From an optimization exercise on the open Yosys and OpenROAD flow, aimed at small area, a short achievable clock period and few clock cycles per item; shortcuts taken in it are not production practice. At most, simulation tests tie the RTL to the original design; equivalence was not proved. Power figures rest on the tool's default switching activity, not on a simulated workload.

== build 69 ==
Design gsm7_septet, start of the top module:
module gsm7_septet (
    input  wire        clk,
    input  wire        rst,           
    input  wire        cmd_valid,
    output wire        cmd_ready,
    input  wire [2:0]  cmd_op,
    input  wire [15:0] cmd_len,
    input  wire [7:0]  cmd_hdr_len,
    input  wire        in_valid,
    output wire        in_ready,
    input  wire [31:0] in_data,
    output wire        out_valid,
    input  wire        out_ready,
    output wire [7:0]  out_data,
    output wire        res_valid,
    input  wire        res_ready,
    output wire [7:0]  res_err,
    output wire [7:0]  res_count
);
    reg         busy;        
    reg         crdy;        
    reg         rv;          
    reg         irdy;        
    reg         fst;         
    reg         hbig;        
    reg         m_pack;      
    reg         m_hex;       
    reg         pre;         
    reg         more;        
    reg  [10:0] rem;         
    reg  [7:0]  cnt;         
    reg  [2:0]  hl;          
    reg         hexhi;       
    reg         skip;        
    reg  [4:0]  err;
    reg         sv;          
    reg  [7:0]  sq;          
    reg         sbad;        
    reg  [1:0]  sc;          
  ...
Size in the first run: ~600 cells after synthesis, ~84 flip-flops, roughly 93 I/O pins.
Settings: LEC_CHECK=0, CAP_MARGIN=20, CORE_MARGIN=2, CORE_UTILIZATION=60, CTS_BUF_LIST=sky130_fd_sc_hd__clkbuf_8, SETUP_SLACK_MARGIN=4.5, SLEW_MARGIN=20; clock period 7.0 ns.
standard.sh (not shown) runs the stock make flow with config.mk's settings and CLKGATE_MAP_FILE= SYNTH_SCRIPT=/design/flow/synth_recipe.tcl, a recipe that flattens the netlist after the stock synthesis.
==> flow/flow/run.sh <==
#!/bin/bash
# Standard layout, with plain buffers (not delay cells) on the ports.
set -euo pipefail
export BUFFER_PORTS_ARGS="-buffer_cell sky130_fd_sc_hd__buf_1"
bash standard.sh > standard.log 2>&1
Testbench counts of build 69, summed over its fixed seeds: cycles 40,152, items 28,162.
## Diff of input files: build 66 against build 69
-- flow/design.v --
<<< build 69, line 24
    reg         fst;         
    reg         hbig;        
    reg         m_pack;      
    reg         m_hex;       
>>> build 66, line 24
    reg         fst;         
    reg         hbig;        
    reg         fbad;        
    reg         foth;        
    reg         lbig;        
    reg         m_pack;      
    reg         m_hex;       
<<< build 69, line 59
    wire op_hdr  = (cmd_op == 3'd1);
    wire hl_big  = (|cmd_hdr_len[7:3]) | (&cmd_hdr_len[2:0]);
    wire f1      = (cmd_op[2] & cmd_op[1]) | len_big | (cmd_op == 3'd5);
    wire [4:0] e1 = (cmd_op[2] & cmd_op[1]) ? 5'h10 : len_big ? 5'h12 :
                    (cmd_op == 3'd5) ? 5'h03 : 5'h00;
    wire c_pre   = op_hdr & ~f1;
    wire c_more  = ~f1 & (|cmd_len[10:0]);
    wire r_248   = (|rem[10:8]) | ((&rem[7:3]) & (|rem[2:0]));
    wire p2      = fst & ~skip & (pre ? (hbig | r_248) : (m_pack & (|rem[10:8])));
    wire [4:0] e2 = (pre & hbig) ? 5'h17 : 5'h19;
    wire c_pack  = op_pack | op_hdr;
    wire [7:0] len7     = cmd_len[7:0] + 8'd7;
>>> build 66, line 62
    wire op_hdr  = (cmd_op == 3'd1);
    wire hl_big  = (|cmd_hdr_len[7:3]) | (&cmd_hdr_len[2:0]);
    wire f1      = fbad | lbig | foth;
    wire r_248   = (|rem[10:8]) | ((&rem[7:3]) & (|rem[2:0]));
    wire p2      = fst & (f1 | (pre ? (hbig | r_248) : (m_pack & (|rem[10:8]))));
    wire [4:0] e2 = fbad ? 5'h10 : lbig ? 5'h12 : foth ? 5'h03 :
                    (pre & hbig) ? 5'h17 : 5'h19;
    wire c_pack  = op_pack | op_hdr;
    wire [7:0] len7     = cmd_len[7:0] + 8'd7;
<<< build 69, line 168
    always @(posedge clk) begin
        if (!busy) begin
            pre    <= c_pre;
            more   <= c_more;
            sv     <= 1'b0;
            fst    <= 1'b1;
            hbig   <= hl_big;
            m_pack <= c_pack;
            m_hex  <= (cmd_op == 3'd2);
>>> build 66, line 168
    always @(posedge clk) begin
        if (!busy) begin
            pre    <= op_hdr;
            more   <= |cmd_len[10:0];
            sv     <= 1'b0;
            fst    <= 1'b1;
            hbig   <= hl_big;
            fbad   <= cmd_op[2] & cmd_op[1];
            foth   <= (cmd_op == 3'd5);
            lbig   <= len_big;
            m_pack <= c_pack;
            m_hex  <= (cmd_op == 3'd2);
<<< build 69, line 179
            hl     <= cmd_hdr_len[2:0];
            hexhi  <= 1'b0;
            skip   <= f1;
            err    <= e1;
            acc    <= {7'd0, len_byte & {8{c_pack}}};
            k      <= {c_pack, 3'd0};
>>> build 66, line 182
            hl     <= cmd_hdr_len[2:0];
            hexhi  <= 1'b0;
            skip   <= 1'b0;
            err    <= 5'h00;
            acc    <= {7'd0, len_byte & {8{c_pack}}};
            k      <= {c_pack, 3'd0};
--- outcome ---
For power drawn by the combinational cells, dividing the value from build 69 by the value from build 66 gives 0.894. The run showing the greater layout overhead on the synthesized area is build 69. Comparing build 69 and build 66, actual transition at the worst max-transition pin is higher on build 69. Diff build 69 -> build 66: mean routed wirelength per cell went up by about 1.2%; total net switching power went up by about 8%; detailed-route wire length went up by 470 um. On buffer and inverter count on the worst path: between build 69 and build 66, it ends up lower for build 69. Lower share of power burned in the clock network among build 69 and build 66: build 69. The internal power of the cells number comes out higher for build 66 vs build 69. The beginning of the critical path comes out cmd_len[3] in one run and out_ready in the other, namely in build 69 and build 66 respectively. Diff build 69 -> build 66 | length of routed met3 wiring | down by a few percent. Final cycle utilization of the critical path for build 66 is lower than for build 69. Build 66 vs. build 69: routed metal-1 wire length now larger; final worst setup slack now larger.
For build 66, only the layout was checked, not whether the RTL still works.

---

gsm7_septet, a different RTL version from the one above (not shown whole).
For scale: ~81 flip-flops.
export LEC_CHECK = 0
export CAP_MARGIN = 20
export CORE_MARGIN = 2
export CORE_UTILIZATION = 40
export SETUP_SLACK_MARGIN = 4
export SLEW_MARGIN = 20
create_clock -name core_clock -period 7.0 [get_ports {clk}]
Scripts as last shown in full above: flow/flow/run.sh
Testbench counts at the start, summed over its fixed seeds: cycles 40,152, items 28,162.
Edit:
--- a/flow/design.v
+++ b/flow/design.v
@@ -198,29 +198,30 @@
                 err  <= st_err;
             end
             if (m_hex & fire) hexhi <= ~hexhi;
             if (pre ? st1 : (sload & (m_pack | st_commit)))
                 cnt <= cnt + ((~m_pack & (cnt[2:0] == 3'd6)) ? 8'd2 : 8'd1);
             if (sload & st_commit & (cnt == 8'd158))
                 skip <= 1'b1;                           
             if (sload) begin
                 sq  <= sx;
                 sc  <= sw;
                 slo <= m_hex & hexhi;
             end
-            if (ov & out_ready & m_pack & ~olo)
+            if (ov & out_ready & m_pack & ~olo) begin
                 olo <= 1'b1;
-            if (load | (ov & out_ready & m_pack & ~olo))
-                od  <= m_pack ? hexc(load ? tot[7:4] : lo) : {1'b0, tot[6:0]};
+                od  <= hexc(lo);
+            end
             if (load) begin
+                od  <= m_pack ? hexc(tot[7:4]) : {1'b0, tot[6:0]};
                 lo  <= tot[3:0];
                 olo <= 1'b0;
                 if (m_pack) begin
                     acc <= {8'd0, tot[14:8]};
                     k   <= kt[3] ? {1'b0, kt[2:0]} : 4'd0;
                 end else begin
                     acc <= {7'd0, tot[14:7]};
                     k   <= kt - 4'd7;
                 end
             end else begin
                 acc <= tot;
                 k   <= kt;
After rerunning: Non-clock buffer count is lower by 2. Core utilization came out lower by 1.5 points. Setup slack gains 0.11 ns. Clock-buffer cell count drops by 1. Final area came out higher by 0.85%. First-iteration DRC count shrinks by about 26%. Critical path depth falls by 5. Routed wire length increases by about 5%. Synthesized cell count goes up by about 2%. Final cell count rose by about 1.4%.
No functional check of the RTL was part of the second run of this note.

---

The RTL this note starts from:
==> flow/design.v <==
module gsm7_septet (
    input  wire        clk,
    input  wire        rst,           
    input  wire        cmd_valid,
    output wire        cmd_ready,
    input  wire [2:0]  cmd_op,
    input  wire [15:0] cmd_len,
    input  wire [7:0]  cmd_hdr_len,
    input  wire        in_valid,
    output wire        in_ready,
    input  wire [31:0] in_data,
    output wire        out_valid,
    input  wire        out_ready,
    output wire [7:0]  out_data,
    output wire        res_valid,
    input  wire        res_ready,
    output wire [7:0]  res_err,
    output wire [7:0]  res_count
);
    reg         busy;        
    reg         crdy;        
    reg         rv;          
    reg         irdy;        
    reg         fst;         
    reg         hbig;        
    reg         fbad;        
    reg         foth;        
    reg         lbig;        
    reg         m_pack;      
    reg         m_hex;       
    reg         pre;         
    reg         more;        
    reg  [10:0] rem;         
    reg  [7:0]  cnt;         
    reg  [2:0]  hl;          
    reg         hexhi;       
    reg         skip;        
    reg  [4:0]  err;
    reg         sv;          
    reg  [7:0]  sq;          
    reg         sbad;        
    reg  [1:0]  sc;          
    reg         slo;         
    reg  [14:0] acc;         
    reg  [3:0]  k;           
    reg  [7:0]  od;          
    reg  [3:0]  lo;          
    reg         ov;          
    reg         olo;         
    function automatic [7:0] hexc(input [3:0] d);
        reg g;
        begin
            g = d[3] & (d[2] | d[1]);                    
            hexc = {1'b0, g, ~g, ~g, ~g & d[3],
                    g ? (d[2] & (d[1] | d[0])) : d[2],
                    g ? ~(d[1] ^ d[0]) : d[1],
                    d[0] ^ g};
        end
    endfunction
    wire len_big = (|cmd_len[15:11]) | (cmd_len[10] & (|cmd_len[9:0]));
    wire op_pack = (cmd_op == 3'd0);
    wire op_hdr  = (cmd_op == 3'd1);
    wire hl_big  = (|cmd_hdr_len[7:3]) | (&cmd_hdr_len[2:0]);
    wire f1      = fbad | lbig | foth;
    wire r_248   = (|rem[10:8]) | ((&rem[7:3]) & (|rem[2:0]));
    wire p2      = fst & (f1 | (pre ? (hbig | r_248) : (m_pack & (|rem[10:8]))));
    wire [4:0] e2 = fbad ? 5'h10 : lbig ? 5'h12 : foth ? 5'h03 :
                    (pre & hbig) ? 5'h17 : 5'h19;
    wire c_pack  = op_pack | op_hdr;
    wire [7:0] len7     = cmd_len[7:0] + 8'd7;
    wire [7:0] len_byte = op_hdr ? len7 : cmd_len[7:0];
    wire hl_nz   = |hl;
    wire auto_st = pre & ~hl_nz;                     
    wire pre_bit = pre & cnt[2] & cnt[1];            
    wire move    = sv & (~k[3] | slo);               
    wire sfree   = ~sv | move;
    wire done_in = ~pre & ~more & ~sv;
    wire flt   = |err;                               
    assign in_ready = irdy;
    wire fire  = in_valid & irdy;
    wire st1   = auto_st ? (skip | sfree) : fire;    
    wire sload = st1 & ~skip;                        
    wire commit = ~pre & ~m_pack & (~m_hex | hexhi);  
    wire hi24  = |in_data[31:8];
    wire c_dig = (in_data[7:4] == 4'h3) & (in_data[3:0] <= 4'h9);
    wire c_let = ~in_data[7] & in_data[6] & (in_data[4:3] == 2'b00) &
                 (in_data[2:0] != 3'd0) & (in_data[2:0] != 3'd7);
    wire [3:0] hv = {in_data[3] | in_data[6],
                     in_data[2] ^ (in_data[6] & in_data[1] & in_data[0]),
                     in_data[1] ^ (in_data[6] & in_data[0]),
                     in_data[0] ^ in_data[6]};
    wire [7:0] sx = auto_st ? 8'd0 :
                    (~pre & m_hex) ? (hexhi ? {4'd0, hv} : {hv, 4'd0}) : in_data[7:0];
    wire bad = (~pre & m_hex) ? ~(~hi24 & (c_dig | c_let)) :
               (hi24 | (~pre & m_pack & in_data[7]));
    wire [1:0] sw = pre ? {pre_bit, 1'b0} :
                    m_pack ? 2'd1 :
                    (m_hex & ~hexhi) ? 2'd3 : 2'd0;
    reg        s_fault;
    reg  [4:0] s_err;
    always @* begin
        s_fault = sbad; s_err = 5'h13;
        if (m_pack) begin
            if (sc == 2'd1) s_err = 5'h18;
        end else if (m_hex) begin
            s_err = 5'h15;
            if ((sc == 2'd3) & ~sbad & ~more) begin s_fault = 1'b1; s_err = 5'h16; end
        end
    end
    wire        k7  = &k[2:0];
    wire [14:0] ins = {7'd0, sq} << k[2:0];
    wire [14:0] tot = acc | (move ? ins : 15'd0);
    wire [3:0]  kw  = (sc == 2'd0) ? {1'b1, k[2:0]} :
                      (sc == 2'd1) ? ({1'b0, k[2:0]} + 4'd7) :
                      (sc == 2'd2) ? ({1'b0, k[2:0]} + 4'd1) : {1'b0, k[2:0]};
    wire [3:0]  kt  = move ? kw : k;
    wire hi_on  = ov & m_pack & ~olo;                
    wire ofree  = ~ov | (out_ready & ~hi_on);
    wire av_go  = (sc == 2'd0) | ((sc == 2'd1) & (|k[2:0])) | (((sc == 2'd2) | ~m_pack) & k7);
    wire av_no  = k[3] | (m_pack ? (done_in & (|k[2:0])) : k7);
    wire avail  = move ? av_go : av_no;
    wire load   = ofree & avail;
    wire left   = k[3] | (m_pack ? (|k[2:0]) : k7);      
    assign out_valid = ov;
    assign out_data  = od;
    assign res_valid = rv;
    assign res_err   = {3'd0, err};
    assign res_count = cnt;                           
    assign cmd_ready = crdy;
    wire take = ~busy & cmd_valid;
    wire pre_n  = pre & ~((pre_bit & st1) | (auto_st & skip)) & ~p2;
    wire more_n = ((fire & ~pre) ? (rem != 11'd1) : more) & ~p2;
    wire hlnz_n = (fire & pre) ? (hl != 3'd1) : hl_nz;
    wire cap_n  = sload & commit & (cnt == 8'd158);
    wire skip_n = skip | cap_n | (move & ~flt & s_fault) | p2;
    wire sv_n   = sload | (sv & ~move);
    wire slo_n  = sload ? (m_hex & hexhi) : slo;
    wire k3_n   = load ? (~m_pack & (&kt)) : kt[3];
    wire room_n = skip_n | ~sv_n | ~k3_n | slo_n;
    wire need_n = pre_n ? hlnz_n : more_n;
    always @(posedge clk) begin
        if (rst) begin
            busy <= 1'b0;
            crdy <= 1'b1;
            rv   <= 1'b0;
            ov   <= 1'b0;
            irdy <= 1'b0;
        end else if (take) begin
            busy <= 1'b1;
            crdy <= 1'b0;
            irdy <= op_hdr ? (|cmd_hdr_len[2:0]) : (|cmd_len[10:0]);
        end else if (busy) begin
            irdy <= need_n & room_n;
            if (ov & out_ready & ~hi_on)
                ov <= 1'b0;
            if (load)
                ov <= 1'b1;
            if (!rv && done_in && !left && ofree)
                rv <= 1'b1;
            if (rv && res_ready) begin
                rv   <= 1'b0;
                busy <= 1'b0;
                crdy <= 1'b1;
                irdy <= 1'b0;
            end
        end
    end
    always @(posedge clk) begin
        if (!busy) begin
            pre    <= op_hdr;
            more   <= |cmd_len[10:0];
            sv     <= 1'b0;
            fst    <= 1'b1;
            hbig   <= hl_big;
            fbad   <= cmd_op[2] & cmd_op[1];
            foth   <= (cmd_op == 3'd5);
            lbig   <= len_big;
            m_pack <= c_pack;
            m_hex  <= (cmd_op == 3'd2);
            rem    <= cmd_len[10:0];
            cnt    <= 8'd0;
            hl     <= cmd_hdr_len[2:0];
            hexhi  <= 1'b0;
            skip   <= 1'b0;
            err    <= 5'h00;
            acc    <= {7'd0, len_byte & {8{c_pack}}};
            k      <= {c_pack, 3'd0};
        end else begin
            fst  <= 1'b0;
            if (p2) begin
                skip <= 1'b1;
                err  <= e2;
            end
            more <= more_n;
            pre  <= pre_n;
            if (sload)
                sv <= 1'b1;
            else if (move)
                sv <= 1'b0;
            if (fire & ~pre)
                rem <= rem - 11'd1;
            if (fire & pre) hl <= hl - 3'd1;
            if (m_hex & fire) hexhi <= ~hexhi;
            if (flt)
                cnt <= 8'd0;
            else if (pre ? (st1 & ~skip) : (sload & (m_pack | commit)))
                cnt <= cnt + ((~m_pack & (cnt[2:0] == 3'd6)) ? 8'd2 : 8'd1);
            if (cap_n)
                skip <= 1'b1;                           
            if (sfree) begin                            
                sq   <= sx;
                sbad <= ~auto_st & bad;
                sc  <= sw;
                slo <= m_hex & hexhi;
            end
            if (move & ~flt & s_fault) begin            
                skip <= 1'b1;
                err  <= s_err;
            end
            if (ov & out_ready & hi_on)
                olo <= 1'b1;
            if (load | (out_ready & hi_on))
                od  <= m_pack ? hexc(hi_on ? lo : tot[7:4]) : {1'b0, tot[6:0]};
            if (load) begin
                lo  <= tot[3:0];
                olo <= 1'b0;
                if (m_pack) begin
                    acc <= {8'd0, tot[14:8]};
                    k   <= kt[3] ? {1'b0, kt[2:0]} : 4'd0;
                end else begin
                    acc <= {7'd0, tot[14:7]};
                    k   <= kt - 4'd7;
                end
            end else begin
                acc <= tot;
                k   <= kt;
            end
        end
    end
endmodule
clock: 7.0 ns
lec_check: 0
cap_margin: 20
core_margin: 2
core_utilization: 60
cts_buf_list: sky130_fd_sc_hd__clkbuf_8
setup_slack_margin: 4.3
slew_margin: 20
Scripts as last shown in full above: flow/flow/run.sh
Rerun with:
--- a/flow/design.v
+++ b/flow/design.v
@@ -21,11 +21,6 @@
     reg         crdy;        
     reg         rv;          
     reg         irdy;        
-    reg         fst;         
-    reg         hbig;        
-    reg         fbad;        
-    reg         foth;        
-    reg         lbig;        
     reg         m_pack;      
     reg         m_hex;       
     reg         pre;         
@@ -61,11 +56,22 @@
     wire op_pack = (cmd_op == 3'd0);
     wire op_hdr  = (cmd_op == 3'd1);
     wire hl_big  = (|cmd_hdr_len[7:3]) | (&cmd_hdr_len[2:0]);
-    wire f1      = fbad | lbig | foth;
-    wire r_248   = (|rem[10:8]) | ((&rem[7:3]) & (|rem[2:0]));
-    wire p2      = fst & (f1 | (pre ? (hbig | r_248) : (m_pack & (|rem[10:8]))));
-    wire [4:0] e2 = fbad ? 5'h10 : lbig ? 5'h12 : foth ? 5'h03 :
-                    (pre & hbig) ? 5'h17 : 5'h19;
+    wire n_255   = |cmd_len[10:8];
+    wire n_248   = n_255 | ((&cmd_len[7:3]) & (|cmd_len[2:0]));
+    reg  [4:0] pf;
+    always @* begin
+        if (cmd_op[2] & cmd_op[1])                     pf = 5'h10;
+        else if (len_big)                              pf = 5'h12;
+        else if (cmd_op == 3'd5)                       pf = 5'h03;
+        else if (op_pack & n_255)                      pf = 5'h19;
+        else if (op_hdr & hl_big)                      pf = 5'h17;
+        else if (op_hdr & n_248)                       pf = 5'h19;
+        else                                           pf = 5'h00;
+    end
+    wire pf_any  = (cmd_op[2] & cmd_op[1]) | len_big | (cmd_op == 3'd5) |
+                   (op_pack & n_255) | (op_hdr & (hl_big | n_248));
+    wire c_pre   = op_hdr & ~len_big & ~hl_big & ~n_248;
+    wire c_more  = ~pf_any & (|cmd_len[10:0]);
     wire c_pack  = op_pack | op_hdr;
     wire [7:0] len7     = cmd_len[7:0] + 8'd7;
     wire [7:0] len_byte = op_hdr ? len7 : cmd_len[7:0];
@@ -128,11 +134,11 @@
     assign res_count = cnt;                           
     assign cmd_ready = crdy;
     wire take = ~busy & cmd_valid;
-    wire pre_n  = pre & ~((pre_bit & st1) | (auto_st & skip)) & ~p2;
-    wire more_n = ((fire & ~pre) ? (rem != 11'd1) : more) & ~p2;
+    wire pre_n  = pre & ~((pre_bit & st1) | (auto_st & skip));
+    wire more_n = (fire & ~pre) ? (rem != 11'd1) : more;
     wire hlnz_n = (fire & pre) ? (hl != 3'd1) : hl_nz;
     wire cap_n  = sload & commit & (cnt == 8'd158);
-    wire skip_n = skip | cap_n | (move & ~flt & s_fault) | p2;
+    wire skip_n = skip | cap_n | (move & ~flt & s_fault);
     wire sv_n   = sload | (sv & ~move);
     wire slo_n  = sload ? (m_hex & hexhi) : slo;
     wire k3_n   = load ? (~m_pack & (&kt)) : kt[3];
@@ -148,7 +154,7 @@
         end else if (take) begin
             busy <= 1'b1;
             crdy <= 1'b0;
-            irdy <= op_hdr ? (|cmd_hdr_len[2:0]) : (|cmd_len[10:0]);
+            irdy <= c_pre ? (|cmd_hdr_len[2:0]) : c_more;
         end else if (busy) begin
             irdy <= need_n & room_n;
             if (ov & out_ready & ~hi_on)
@@ -167,30 +173,20 @@
     end
     always @(posedge clk) begin
         if (!busy) begin
-            pre    <= op_hdr;
-            more   <= |cmd_len[10:0];
+            pre    <= c_pre;
+            more   <= c_more;
             sv     <= 1'b0;
-            fst    <= 1'b1;
-            hbig   <= hl_big;
-            fbad   <= cmd_op[2] & cmd_op[1];
-            foth   <= (cmd_op == 3'd5);
-            lbig   <= len_big;
             m_pack <= c_pack;
             m_hex  <= (cmd_op == 3'd2);
             rem    <= cmd_len[10:0];
             cnt    <= 8'd0;
             hl     <= cmd_hdr_len[2:0];
             hexhi  <= 1'b0;
-            skip   <= 1'b0;
-            err    <= 5'h00;
+            skip   <= pf_any;
+            err    <= pf;
             acc    <= {7'd0, len_byte & {8{c_pack}}};
             k      <= {c_pack, 3'd0};
         end else begin
-            fst  <= 1'b0;
-            if (p2) begin
-                skip <= 1'b1;
-                err  <= e2;
-            end
             more <= more_n;
             pre  <= pre_n;
             if (sload)
@@ -207,7 +203,7 @@
                 cnt <= cnt + ((~m_pack & (cnt[2:0] == 3'd6)) ? 8'd2 : 8'd1);
             if (cap_n)
                 skip <= 1'b1;                           
-            if (sfree) begin                            
+            if (sload) begin
                 sq   <= sx;
                 sbad <= ~auto_st & bad;
                 sc  <= sw;
Power fell by roughly a tenth. Sequential power goes down by a little under a tenth. Fmax goes down by about a fifth. Area after synthesis falls by a few percent. Setup slack loses 0.65 ns. Count of clock-buffer cells in the layout is unchanged. Final area came out lower by a few percent. Wire length drops by a few percent. Synthesized cell count decreases by a few percent. Clock skew decreases by 0.0065 ns. Sequential share of layout area goes down by 0.25 points. Non-clock buffer count climbs by 8. Global-route usage grows by 0.75 points.
No functional check of the RTL was part of any run of this note.

## static timing again, ports no longer ideal
How much do the figures lean on ideal ports? The routed layouts below were timed once more, with nothing changed but the port constraints. Step 1 sets driving cells, clkbuf_16 on the clock port and buf_2 on the other inputs (assumed; they add their load-dependent delay and slew). Step 2 adds t to the input delays and takes it off the output delays; t is the mean of the earliest and latest rising clock arrival at the registers after step 1. Input paths then give back, and output paths get back, about the clock's delay inside the block. Three values: ideal ports, drivers, drivers and shift; two values: the first two.
run	t (ns)	setup slack, ns	worst hold slack (ns)	worst slew at a driven data input, ns
build 69	0.392	4.441 / 4.429 / 4.037	0.491 / 0.491 / 0.491	0.06
build 66	0.392	4.490 / 4.475 / 4.083	0.481 / 0.481 / 0.481	0.05
the first run of note 2	0.377	3.938 / 3.937 / 3.560	0.473 / 0.473 / 0.473	0.05
the second run of note 2	0.371	4.047 / 4.007 / 3.741	0.474 / 0.474 / 0.474	0.04
the first run of note 3	0.391	4.408 / 4.421 / 4.030	0.486 / 0.486 / 0.486	0.04
the second run of note 3	0.402	3.761 / 3.744 / 3.342	0.491 / 0.491 / 0.491	0.07
After both steps every run listed still meets setup and hold. For the second run of note 3, which loses most, drivers alone change the setup slack by -0.017 ns; drivers and shift together by -0.419 ns.
